This design comes from an exercise in tuning for small area, a short achievable clock period and few clock cycles on the open sky130 flow, not from production work.
At most, simulation tests tie the RTL to the original design; equivalence was not proved.
For runs 2 to 4, only the layout was checked, not whether the RTL still works.
No activity file was given, so power comes from the tool's default toggle rates.

==> flow/design.v, too long to show whole: its modules and the start of the top module <==
// module rrr_codec: 1795 lines
module rrr_codec (
    input  wire        clk,
    input  wire        rst,       
    input  wire        start,
    input  wire [1:0]  op,        
    input  wire [63:0] arg0,
    input  wire [63:0] arg1,
    output wire        ready,
    output reg         done,
    output reg         fault,     
    output wire [63:0] finfo,     
    output wire [63:0] res0,
    output wire [63:0] res1
);
  // ...
==> flow/run.sh <==
#!/bin/bash
# synth_recipe.tcl (not shown) runs the flow's synth.tcl, then flattens the netlist and writes it again
# the make line also repeats each setting of config.mk as NAME=value (left out here)
make -C /OpenROAD-flow-scripts/flow DESIGN_CONFIG=/design/flow/config.mk WORK_HOME=/design/flow/orfs CLKGATE_MAP_FILE= SYNTH_SCRIPT=/design/flow/synth_recipe.tcl finish
==> flow/config.mk <==
export PLATFORM = sky130hd
export DESIGN_NAME = rrr_codec
export DESIGN_NICKNAME = rrr_codec
export VERILOG_FILES = /design/flow/design.v
export SDC_FILE = /design/flow/constraint.sdc
export NUM_CORES = 4
export LEC_CHECK = 0
export ABC_AREA = 1
export CAP_MARGIN = 20
export CORE_MARGIN = 2
export CORE_UTILIZATION = 40
export PLACE_DENSITY = 0.6
export SLEW_MARGIN = 20
export SYNTH_MEMORY_MAX_BITS = 262144
==> flow/constraint.sdc <==
create_clock -name core_clock -period 10.0 [get_ports {clk}]
set_input_delay 2.0000 -clock core_clock [delete_from_list [all_inputs] [get_ports {clk}]]
set_output_delay 2.0000 -clock core_clock [all_outputs]
set_load 0.01 [all_outputs]
==> results.yml, run 1 <==
clock_network:
  cts_resized: 0
  postCtsSetupBuffers: 0
  clkSinkCount: 164
  cts_hold_buf: 0
  htreeDepth: 4
  cts-root-buf: "clkbuf_16"
  cts_buffers: 17
global_route:
  grt_util_met1: 1.14
  grtUsageMet2: 1.44
  grt_pass1_wl_um: 1180000
  grt_pass1_vias: 114759
  globalRouteMet3Util: 1.03
  grt_overflow_total: 31918
  grt_usage: 1.19
  grt_max_degree: 119
yosys:
  synth_xor_area_frac: 0.0334
  yosys.area_share.simple: 0.277
  synth.net_count: 10558
  yosysTopAreaCellShare: 0.119
  synth_area_leaders: "o21ai_0, nand2_1, nor2_1"
  synth_edf_count: 153
  synthArstFlopShare: 0
  synth_cell_types: 76
  yosysWarnings: 1
  synthCells: 10156
  synth_ff_type: "edfxtp_1"
  yosysMostFrequentCell: "nand2_1"
  synth.top_cells.by_count: "nand2_1, nor2_1, o21ai_0"
  synthAdderAreaFrac: 0.0661
  ys_seq_area_frac: 0.0842
  syn_avg_cell_area_um2: 5.63
  synth_area_um2: 57200
die:
  initial_core_util: 0.403
  die_h_um: 382
  fp-row-count: 138
  die_w_um: 382
  pin_count: 328
placed_design:
  place.gp.congestion: 2.64
  place_ws_ps: 390
  placed_cell_area_um2: 67200
  dp_hpwl_um: 550000
  port_buffers: 327
run_status:
  error: "[ERROR GRT-0116] Global routing finished with congestion. Check the congestion regions in the DRC Viewer."
  lastStage: "5_1_grt"
  status: "did not finish"
Testbench counts, summed over its fixed seeds: cycles 81,293.
==> inputs of run 2 (changes only) <==
--- a/flow/design.v
+++ b/flow/design.v
@@ -12,31 +12,37 @@
     output wire [63:0] res0,
     output wire [63:0] res1
 );
     localparam [1:0] OP_BINOM  = 2'd0;
     localparam [1:0] OP_CLSZ   = 2'd1;
     localparam [1:0] OP_ENCODE = 2'd2;
     localparam [1:0] OP_DECODE = 2'd3;
     localparam [2:0] S_IDLE  = 3'd0;
-    localparam [2:0] S_INIT  = 3'd1;    
-    localparam [2:0] S_BRD   = 3'd2;    
+    localparam [2:0] S_BRD   = 3'd1;    
+    localparam [2:0] S_EPOP  = 3'd2;    
     localparam [2:0] S_ELOOP = 3'd3;    
-    localparam [2:0] S_EFIN  = 3'd4;    
+    localparam [2:0] S_DLD   = 3'd4;    
     localparam [2:0] S_DCHK  = 3'd5;    
-    localparam [2:0] S_DSTEP = 3'd6;    
+    localparam [2:0] S_DLDY  = 3'd6;    
+    localparam [2:0] S_DSTEP = 3'd7;    
     reg [2:0]  state;
-    reg [1:0]  op_q;
     reg [63:0] a;         
     reg [63:0] b;         
     reg [5:0]  rn;        
     reg [4:0]  rk;        
+    reg [59:0] x;         
+    reg [59:0] yp;        
+    reg [59:0] ym;
     reg [4:0]  kq;        
+    reg [5:0]  ecnt;      
     reg [5:0]  kpop;      
     reg        dense;     
+    reg        xadd;      
+    reg        nadd;      
     assign ready = (state == S_IDLE);
     assign res0  = a;
     assign finfo = a;
     assign res1  = b;
     function [59:0] binom;
         input [5:0] n;
         input [4:0] k;
         begin
@@ -1595,17 +1601,17 @@
                 11'd2047: binom = 60'd916312070471295267;
                 default: binom = 60'd0;
             endcase
         end
     endfunction
     wire [59:0] tab = binom(rn, rk);
     reg [5:0] clsz;
     always @* begin
-        case (a[5:0])
+        case (arg0[5:0])
             6'd0:  clsz = 6'd1;   6'd1:  clsz = 6'd6;   6'd2:  clsz = 6'd11;  6'd3:  clsz = 6'd16;
             6'd4:  clsz = 6'd20;  6'd5:  clsz = 6'd23;  6'd6:  clsz = 6'd27;  6'd7:  clsz = 6'd30;
             6'd8:  clsz = 6'd32;  6'd9:  clsz = 6'd35;  6'd10: clsz = 6'd37;  6'd11: clsz = 6'd40;
             6'd12: clsz = 6'd42;  6'd13: clsz = 6'd44;  6'd14: clsz = 6'd46;  6'd15: clsz = 6'd47;
             6'd16: clsz = 6'd49;  6'd17: clsz = 6'd50;  6'd18: clsz = 6'd52;  6'd19: clsz = 6'd53;
             6'd20: clsz = 6'd54;  6'd21: clsz = 6'd55;  6'd22: clsz = 6'd56;  6'd23: clsz = 6'd57;
             6'd24: clsz = 6'd58;  6'd25: clsz = 6'd58;  6'd26: clsz = 6'd59;  6'd27: clsz = 6'd59;
             6'd28: clsz = 6'd60;  6'd29: clsz = 6'd60;  6'd30: clsz = 6'd60;  6'd31: clsz = 6'd60;
@@ -1621,174 +1627,216 @@
     end
     reg [5:0] pop;
     integer j;
     always @* begin
         pop = 6'd0;
         for (j = 0; j < 63; j = j + 1)
             pop = pop + {5'd0, a[j]};
     end
-    reg [5:0] low;
+    wire [62:0] sel = a[62:0] ^ {63{dense & (state == S_ELOOP)}};
+    wire [62:0] lowbit = sel & ~(sel - 63'd1);
+    reg  [5:0]  low;
     always @* begin
         low = 6'd0;
         for (j = 62; j >= 0; j = j - 1)
-            if (a[j]) low = j[5:0];
+            if (sel[j]) low = j[5:0];
     end
-    wire [62:0] a_clr = a[62:0] & (a[62:0] - 63'd1);
-    reg         inv_b, inv_t, cin;
-    wire [64:0] sum = {1'b0, b ^ {64{inv_b}}} + {1'b0, {4'd0, tab} ^ {64{inv_t}}} + {64'd0, cin};
+    reg         inv_b, inv_x;
+    wire [64:0] sum = {1'b0, b ^ {64{inv_b}}} + {1'b0, {4'd0, x} ^ {64{inv_x}}} + {64'd0, inv_x};
     wire        cout = sum[64];
     always @* begin
-        inv_b = 1'b0; inv_t = 1'b0; cin = 1'b0;
+        inv_b = 1'b0; inv_x = 1'b0;
         case (state)
-            S_EFIN:  inv_b = 1'b1;
-            S_DCHK:  if (dense) inv_b = 1'b1; else begin inv_t = 1'b1; cin = 1'b1; end
-            S_DSTEP: begin inv_t = 1'b1; cin = 1'b1; end
+            S_ELOOP: inv_x = ~xadd;
+            S_DCHK:  if (dense) inv_b = 1'b1; else inv_x = 1'b1;
+            S_DSTEP: inv_x = 1'b1;
             default: ;
         endcase
     end
+    wire [59:0] yv  = yp - ym;
+    wire [59:0] xmy = x - yp + ym;
+    wire [5:0]  lr = (state == S_DCHK && !dense) ? b[5:0] : sum[5:0];
     reg [62:0] last1;
+    reg [62:0] setp;
     reg [62:0] rest;
     always @* begin
         for (j = 0; j < 63; j = j + 1) begin
-            last1[j] = (b[5:0] == 6'd62 - j[5:0]);
-            rest[j]  = ({1'b0, rn} + j[6:0] >= 7'd62);
+            last1[j] = (lr == 6'd62 - j[5:0]);
+            setp[j]  = (rn == 6'd60 - j[5:0]);
+            rest[j]  = ({1'b0, rk} + j[6:0] >= 7'd63);
         end
     end
-    reg [62:0] setp;
-    always @* begin
-        for (j = 0; j < 63; j = j + 1)
-            setp[j] = (rn == 6'd62 - j[5:0]);
-    end
-    wire        hi0  = |a[63:6];
-    wire        hi1  = |b[63:6];
-    wire [4:0]  kc   = pop[4:0] ^ {5{pop[5]}};        
-    wire [4:0]  dk   = a[4:0] ^ {5{a[5]}};
-    wire [5:0]  bn   = a[5:0];
-    wire [5:0]  bk   = b[5:0];
+    wire        hi0  = |arg0[63:6];
+    wire        hi1  = |arg1[63:6];
+    wire [4:0]  kc   = pop[4:0] ^ {5{pop[5]}};         
+    wire [5:0]  bn   = arg0[5:0];
+    wire [5:0]  bk   = arg1[5:0];
     wire [5:0]  bnk  = bn - bk;
     wire [5:0]  bkm  = (bk > bnk) ? bnk : bk;
+    wire        bzero = (b[59:0] == 60'd0);
     always @(posedge clk) begin
         if (rst) begin
             state <= S_IDLE;
             done  <= 1'b0;
             fault <= 1'b0;
         end else begin
             done <= 1'b0;
             case (state)
                 S_IDLE: begin
-                    a    <= arg0;
-                    b    <= arg1;
-                    op_q <= op;
-                    if (start) state <= S_INIT;
-                end
-                S_INIT: begin
-                    fault <= 1'b0;
-                    case (op_q)
-                        OP_BINOM: begin
-                            if (hi0) begin
-                                fault <= 1'b1; done <= 1'b1; state <= S_IDLE;
-                            end else if (hi1) begin
-                                a <= b;
-                                fault <= 1'b1; done <= 1'b1; state <= S_IDLE;
-                            end else begin
-                                if (bk > bn) begin
-                                    rn <= 6'd0; rk <= 5'd1;
+                    if (start) begin
+                        fault <= 1'b0;
+                        a     <= arg0;
+                        case (op)
+                            OP_BINOM: begin
+                                if (hi0) begin
+                                    fault <= 1'b1; done <= 1'b1;
+                                end else if (hi1) begin
+                                    a <= arg1;
+                                    fault <= 1'b1; done <= 1'b1;
                                 end else begin
-                                    rn <= bn; rk <= bkm[4:0];
+                                    if (bk > bn) begin
+                                        rn <= 6'd0; rk <= 5'd1;
+                                    end else begin
+                                        rn <= bn; rk <= bkm[4:0];
+                                    end
+                                    state <= S_BRD;
                                 end
-                                state <= S_BRD;
                             end
-                        end
-                        OP_CLSZ: begin
-                            if (hi0) fault <= 1'b1;
-                            else a <= {58'd0, clsz};
-                            done  <= 1'b1;
-                            state <= S_IDLE;
-                        end
-                        OP_ENCODE: begin
-                            if (a[63]) begin
-                                fault <= 1'b1; done <= 1'b1; state <= S_IDLE;
-                            end else begin
-                                a[62:0] <= a[62:0] ^ {63{pop[5]}};
-                                dense   <= pop[5];
-                                kpop    <= pop;
-                                kq      <= kc;
-                                b       <= 64'd0;
-                                rn      <= 6'd0;
-                                rk      <= 5'd1;
-                                state   <= S_ELOOP;
+                            OP_CLSZ: begin
+                                if (hi0) fault <= 1'b1;
+                                else a <= {58'd0, clsz};
+                                done <= 1'b1;
                             end
-                        end
-                        default: begin  
-                            if (hi0) begin
-                                fault <= 1'b1; done <= 1'b1; state <= S_IDLE;
-                            end else begin
-                                dense <= a[5];
-                                rn    <= 6'd63;
-                                rk    <= dk;
-                                state <= S_DCHK;
+                            OP_ENCODE: begin
+                                if (arg0[63]) begin
+                                    fault <= 1'b1; done <= 1'b1;
+                                end else begin
+                                    state <= S_EPOP;
+                                end
                             end
-                        end
-                    endcase
+                            default: begin  
+                                if (hi0) begin
+                                    fault <= 1'b1; done <= 1'b1;
+                                end else begin
+                                    b     <= arg1;
+                                    dense <= arg0[5];
+                                    rn    <= 6'd63;
+                                    rk    <= arg0[4:0] ^ {5{arg0[5]}};
+                                    state <= S_DLD;
+                                end
+                            end
+                        endcase
+                    end
                 end
                 S_BRD: begin
                     a     <= {4'd0, tab};
                     done  <= 1'b1;
                     state <= S_IDLE;
                 end
+                S_EPOP: begin
+                    dense <= pop[5];
+                    kpop  <= pop;
+                    b     <= {64{pop[5]}};
+                    x     <= 60'd0;
+                    xadd  <= 1'b1;
+                    nadd  <= 1'b1;
+                    ecnt  <= {1'b0, kc} + {5'd0, pop[5]};
+                    if (pop[5]) begin
+                        rn <= 6'd63;
+                        rk <= kc;
+                        kq <= kc;
+                    end else if (kc != 5'd0) begin
+                        rn <= 6'd62 - low;
+                        rk <= kc;
+                        kq <= kc - 5'd1;
+                        a[62:0] <= a[62:0] ^ lowbit;
+                    end else begin
+                        rn <= 6'd0;
+                        rk <= 5'd1;
+                        kq <= 5'd0;
+                    end
+                    state <= S_ELOOP;
+                end
                 S_ELOOP: begin
-                    b <= sum[63:0];
+                    b    <= sum[63:0];
+                    x    <= tab;
+                    xadd <= nadd;
+                    nadd <= ~dense;
+                    ecnt <= ecnt - 6'd1;
                     if (kq != 5'd0) begin
                         rn <= 6'd62 - low;
                         rk <= kq;
                         kq <= kq - 5'd1;
-                        a[62:0] <= a_clr;
-                    end else if (dense) begin
-                        rn    <= 6'd63;
-                        rk    <= kpop[4:0] ^ 5'h1f;
-                        state <= S_EFIN;
-                    end else begin
+                        a[62:0] <= a[62:0] ^ lowbit;
+                    end
+                    if (ecnt == 6'd0) begin
                         a     <= {58'd0, kpop};
                         done  <= 1'b1;
                         state <= S_IDLE;
                     end
                 end
-                S_EFIN: begin
-                    b     <= sum[63:0];
-                    a     <= {58'd0, kpop};
-                    done  <= 1'b1;
-                    state <= S_IDLE;
+                S_DLD: begin
+                    x     <= tab;
+                    rn    <= 6'd62;
+                    state <= S_DCHK;
                 end
                 S_DCHK: begin
+                    x  <= tab;
+                    rn <= 6'd61;
                     if (cout != dense) begin
                         a     <= b;
                         fault <= 1'b1;
                         done  <= 1'b1;
                         state <= S_IDLE;
                     end else begin
                         if (dense) b <= sum[63:0];
-                        a     <= 64'd0;
-                        rn    <= 6'd62;
-                        state <= S_DSTEP;
+                        if (rk == 5'd0) begin
+                            a     <= {1'b0, {63{dense}}};
+                            done  <= 1'b1;
+                            state <= S_IDLE;
+                        end else if (rk == 5'd1) begin
+                            a     <= {1'b0, last1 ^ {63{dense}}};
+                            done  <= 1'b1;
+                            state <= S_IDLE;
+                        end else begin
+                            state <= S_DLDY;
+                        end
                     end
                 end
+                S_DLDY: begin
+                    yp    <= tab;
+                    ym    <= 60'd0;
+                    a     <= 64'd0;
+                    rn    <= 6'd60;
+                    state <= S_DSTEP;
+                end
                 S_DSTEP: begin
-                    if (rk == 5'd0 || rk == 5'd1 || {1'b0, rk} == rn + 6'd1) begin
-                        a[62:0] <= (a[62:0]
-                                    | ((rk == 5'd1) ? last1 : 63'd0)
-                                    | (({1'b0, rk} == rn + 6'd1 && rk != 5'd0) ? rest : 63'd0))
-                                   ^ {63{dense}};
-                        done  <= 1'b1;
-                        state <= S_IDLE;
+                    if (bzero) begin
+                        a[62:0] <= (a[62:0] | rest) ^ {63{dense}};
+                        done    <= 1'b1;
+                        state   <= S_IDLE;
                     end else begin
                         if (cout) begin
-                            b       <= sum[63:0];
-                            a[62:0] <= a[62:0] | setp;
-                            rk      <= rk - 5'd1;
+                            b  <= sum[63:0];
+                            x  <= xmy;
+                            yp <= yv;
+                            ym <= tab;
+                            rk <= rk - 5'd1;
+                            if (rk == 5'd2) begin
+                                a[62:0] <= (a[62:0] | setp | last1) ^ {63{dense}};
+                                done    <= 1'b1;
+                                state   <= S_IDLE;
+                            end else begin
+                                a[62:0] <= a[62:0] | setp;
+                            end
+                        end else begin
+                            x  <= yv;
+                            yp <= tab;
+                            ym <= 60'd0;
                         end
                         rn <= rn - 6'd1;
                     end
                 end
                 default: state <= S_IDLE;
             endcase
         end
     end
==> flow/config.mk (replaced) <==
export PLATFORM = sky130hd
export DESIGN_NAME = rrr_codec
export DESIGN_NICKNAME = rrr_codec
export VERILOG_FILES = /design/flow/design.v
export SDC_FILE = /design/flow/constraint.sdc
export NUM_CORES = 4
export LEC_CHECK = 0
export ABC_AREA = 1
export CAP_MARGIN = 20
export CORE_MARGIN = 2
export CORE_UTILIZATION = 30
export PLACE_DENSITY = 0.45
export SLEW_MARGIN = 20
export SYNTH_MEMORY_MAX_BITS = 262144
==> run 2 against run 1 <==
  * The flow again stops in 5_1_grt
  * Synthesized cell count up 22%
  * Synthesized area up 31%
==> results.yml, run 2 <==
die:
  initial_core_util: 0.301
  die_h_um: 503
  die_w_um: 503
  pin_count: 328
  fp-row-count: 183
global_route:
  grt_pass1_wl_um: 1780000
  grt_usage: 1.02
  grt_pass1_vias: 155983
  grt_max_degree: 103
  grt_overflow_total: 21577
yosys:
  yosysTopAreaCellShare: 0.136
  synth_edf_count: 339
  synth_cell_types: 94
  synth_area_leader_cell: "edfxtp_1"
  synthArstFlopShare: 0
  synth.net_count: 12957
  ys_seq_area_frac: 0.138
  syn_avg_cell_area_um2: 6.05
  synth.top_cells.by_count: "nand2_1, nor2_1, inv_1"
  yosysMostFrequentCell: "nand2_1"
  synth_area_leaders: "edfxtp_1, o21ai_0, nand2_1"
  yosysWarnings: 1
  synth_seq_cells: 344
  synth_ff_type: "edfxtp_1"
  synthCells: 12361
  synth_area_um2: 74700
placed_design:
  place.gp.congestion: 1.84
  placed_cell_area_um2: 88800
  place_ws_ps: 83.6
  port_buffers: 327
  dp_hpwl_um: 888000
run_status:
  error: "[ERROR GRT-0116] Global routing finished with congestion. Check the congestion regions in the DRC Viewer."
  status: "did not finish"
  lastStage: "5_1_grt"
clock_network:
  postCtsSetupBuffers: 0
  cts_buffers: 46
  cts_hold_buf: 0
  htreeDepth: 2
  cts-root-buf: "clkbuf_16"
  clkSinkCount: 344
  cts_max_path_buffers: 3
run 2: what timing repair did:
| item | in CTS |
|---|---|
| resized for setup | 1 |
| endpoints found under the setup margin | 11 |
| pin swaps | 0 |
run 2: layer usage:
metal	GRT overflow	GRT usage
met5	353	0.831
met4	3210	0.989
met3	2921	0.937
met2	11710	1.18
met1	3383	0.967
run 2: power by group through the flow:
stage                     sequential (uW)  clock [uW]  combinational (uW)
after CTS                            3760        1820               58900
after detailed placement             3810           0               59600
after global placement               3860           0               61500
after floorplan                      4180           0               28400
run 2: how the worst max path moves through the flow:
stage | end | cells after the start
after floorplan | a[0]$_DFFE_PP_ | 33
after global placement | rn[5]$_DFFE_PP_ | 41
after CTS | a[28]$_DFFE_PP_ | 38
after detailed placement | a[0]$_DFFE_PP_ | 38
run 2: through the flow:
stage | hold WS [ps] | cells
CTS | 460 | 16428
detailed placement | 448 | 16345
global placement | 487 | 16335
floorplan | 467 | 12361
run 2: cell families after synthesis:
logic type               after synthesis  synth area share
AND/OR/NAND/NOR                     4539             0.251
AO/OA/AOI/OAI                       4163             0.347
buffers and inverters               2468             0.129
adder cells (fa/ha/maj)              463            0.0895
XOR/XNOR                             382            0.0456
flip-flops                           344             0.138
multiplexers                           2          0.000268
==> inputs of run 3 (changes only) <==
--- a/flow/config.mk
+++ b/flow/config.mk
@@ -8,7 +8,7 @@
 export ABC_AREA = 1
 export CAP_MARGIN = 20
 export CORE_MARGIN = 2
-export CORE_UTILIZATION = 30
-export PLACE_DENSITY = 0.45
+export CORE_UTILIZATION = 22
+export PLACE_DENSITY = 0.35
 export SLEW_MARGIN = 20
 export SYNTH_MEMORY_MAX_BITS = 262144
==> run 3 against run 2 <==
  * Synthesized cell count did not move
  * The run again fails in 5_1_grt
  * Synthesized area did not move
==> results.yml, run 3 <==
yosys:
  synth_seq_cells: 344
  synth_ff_type: "edfxtp_1"
  ys_seq_area_frac: 0.138
  yosysMostFrequentCell: "nand2_1"
  synthCells: 12361
  synth.net_count: 12957
  synth_top_family_by_area: "compound AO/OA/AOI/OAI gates"
  synth_area_leader_cell: "edfxtp_1"
  synth_edf_count: 339
  synthAdderAreaFrac: 0.0895
  synth.mux.area_fraction: 0.000268
  yosysWarnings: 1
  synth_area_um2: 74700
  synth.top_cells.by_count: "nand2_1, nor2_1, inv_1"
  yosys.area_share.simple: 0.251
  yosysTopAreaCellShare: 0.136
  synth_cell_types: 94
  synth_area_leaders: "edfxtp_1, o21ai_0, nand2_1"
  synthArstFlopShare: 0
  synth-compound-area-share: 0.347
  synth_xor_area_frac: 0.0456
  syn_avg_cell_area_um2: 6.05
run_status:
  error: "[ERROR GRT-0116] Global routing finished with congestion. Check the congestion regions in the DRC Viewer."
  status: "did not finish"
  lastStage: "5_1_grt"
placed_design:
  port_buffers: 327
  place.gp.congestion: 1.94
  dp_hpwl_um: 923000
  place_ws_ps: -348
  placed_cells: 17488
clock_network:
  htreeDepth: 2
  cts_buffers: 45
  clkSinkCount: 344
  cts_max_path_buffers: 3
  cts_hold_buf: 0
  postCtsSetupBuffers: 0
  cts-root-buf: "clkbuf_16"
global_route:
  grt_pass1_vias: 164748
  grt_max_degree: 100
  grt_overflow_total: 15252
  grt_usage: 0.883
  grt_pass1_wl_um: 2090000
die:
  die_w_um: 587
  die_h_um: 587
  initial_core_util: 0.221
  pin_count: 328
  fp-row-count: 213
## run 3: how the worst min path moves through the flow
stage | cells past startpoint | end | from | slack, ps
after floorplan | 2 | fault$_SDFFE_PP0P_ | fault$_SDFFE_PP0P_ | 470
after global placement | 1 | xadd$_SDFFCE_PN1P_ | nadd$_SDFFCE_PN1P_ | 490
after detailed placement | 1 | xadd$_SDFFCE_PN1P_ | nadd$_SDFFCE_PN1P_ | 520
after CTS | 1 | xadd$_SDFFCE_PN1P_ | nadd$_SDFFCE_PN1P_ | 520
## run 3: kinds of logic after synthesis
group,after synthesis
AOI/OAI and AO/OA,4163
xor gates and xnor gates,382
adders and majority gates,463
buffers and inverters,2468
DFF,344
muxes,2
and+or+nand+nor,4539
## run 3: power by group through the flow
stage	Combinational (uW)	Clock (uW)	Sequential (uW)
floorplan	28400	0	4180
global placement	63400	0	4000
detailed placement	63600	0	4160
CTS	69400	1810	4180
## run 3: metal layers
metal  global-route usage  GRT overflow
met5                0.630           233
met4                0.796          2417
met3                0.804          1945
met2                 1.01          8132
met1                0.879          2525
## run 3: through the flow
step           setup TNS, ps  instance area (um2)   util
2_1_floorplan              0                74700      -
3_3_place_gp          -95030                89700  0.266
3_5_place_dp          -22480                89800  0.266
4_1_cts                    0                91400  0.271
## run 3: what timing repair did
item                                    CTS
endpoints found under the setup margin   73
resized for setup                        15
pin swaps                                 1
cloned                                    1
==> inputs of run 4 (changes only) <==
--- a/flow/config.mk
+++ b/flow/config.mk
@@ -8,7 +8,7 @@
 export ABC_AREA = 1
 export CAP_MARGIN = 20
 export CORE_MARGIN = 2
-export CORE_UTILIZATION = 22
-export PLACE_DENSITY = 0.35
+export CORE_UTILIZATION = 15
+export PLACE_DENSITY = 0.25
 export SLEW_MARGIN = 20
 export SYNTH_MEMORY_MAX_BITS = 262144
==> run 4 against run 3 <==
  * The run again fails in 5_1_grt
  * Synthesized cell count did not move
  * Synthesized area did not move
==> results.yml, run 4 <==
clock_network:
  clkSinkCount: 344
  htreeDepth: 2
  cts-root-buf: "clkbuf_16"
  postCtsSetupBuffers: 0
  cts_buffers: 45
  cts_max_path_buffers: 3
  cts_hold_buf: 0
  cts_resized: 0
yosys:
  synthAdderAreaFrac: 0.0895
  synth.top_cells.by_count: "nand2_1, nor2_1, inv_1"
  synth_ff_type: "edfxtp_1"
  synth.mux.area_fraction: 0.000268
  synth_edf_count: 339
  syn_avg_cell_area_um2: 6.05
  synth.net_count: 12957
  yosys.area_share.simple: 0.251
  yosysMostFrequentCell: "nand2_1"
  synth_cell_types: 94
  synthArstFlopShare: 0
  synth_area_um2: 74700
  synth_xor_area_frac: 0.0456
  synth_area_leader_cell: "edfxtp_1"
  synthCells: 12361
  ys_seq_area_frac: 0.138
  yosysTopAreaCellShare: 0.136
  synth_seq_cells: 344
  synth_top_family_by_area: "compound AO/OA/AOI/OAI gates"
  synth-compound-area-share: 0.347
  synth_area_leaders: "edfxtp_1, o21ai_0, nand2_1"
  yosysWarnings: 1
placed_design:
  place.gp.congestion: 1.36
  placed_cells: 20346
  dp_hpwl_um: 1490000
  port_buffers: 327
global_route:
  grt_overflow_total: 89
  grt_max_degree: 74
  grt_usage: 0.739
  grt_pass1_wl_um: 2320000
  grt_pass1_vias: 142731
die:
  pin_count: 328
  die_w_um: 710
  initial_core_util: 0.150
  fp-row-count: 259
  die_h_um: 710
run_status:
  lastStage: "5_1_grt"
  status: "did not finish"
  error: "[ERROR GRT-0116] Global routing finished with congestion. Check the congestion regions in the DRC Viewer."
[run 4: logic make-up after synthesis]
group,after synthesis
flops,344
mux,2
compound gates,4163
fa+ha+maj,463
simple gates,4539
xor+xnor,382
buf+inv,2468
[run 4: stage by stage]
stage          instance area [um2]   util  worst slack, ps
3_3_place_gp                100000  0.201            -35.5
4_1_cts                     102000  0.205              734
3_5_place_dp                100000  0.202              797
2_1_floorplan                74700      -             1100
[run 4: layer usage]
metal,overflow,track usage
met2,51,0.844
met5,1,0.529
met4,29,0.662
met1,4,0.765
met3,4,0.636
[run 4: power by group through the flow]
stage          Combinational [uW]  Sequential (uW)  Clock [uW]
2_1_floorplan               28400             4180           0
3_3_place_gp                68200             4120           0
3_5_place_dp                69900             4340           0
4_1_cts                     70000             4300        1790
[run 4: how the worst min path moves through the flow]
stage / start / slack [ps] / endpoint
after global placement: fault$_SDFFE_PP0P_ / 460 / fault$_SDFFE_PP0P_
after detailed placement: fault$_SDFFE_PP0P_ / 450 / fault$_SDFFE_PP0P_
after CTS: fault$_SDFFE_PP0P_ / 460 / fault$_SDFFE_PP0P_
after floorplan: fault$_SDFFE_PP0P_ / 470 / fault$_SDFFE_PP0P_
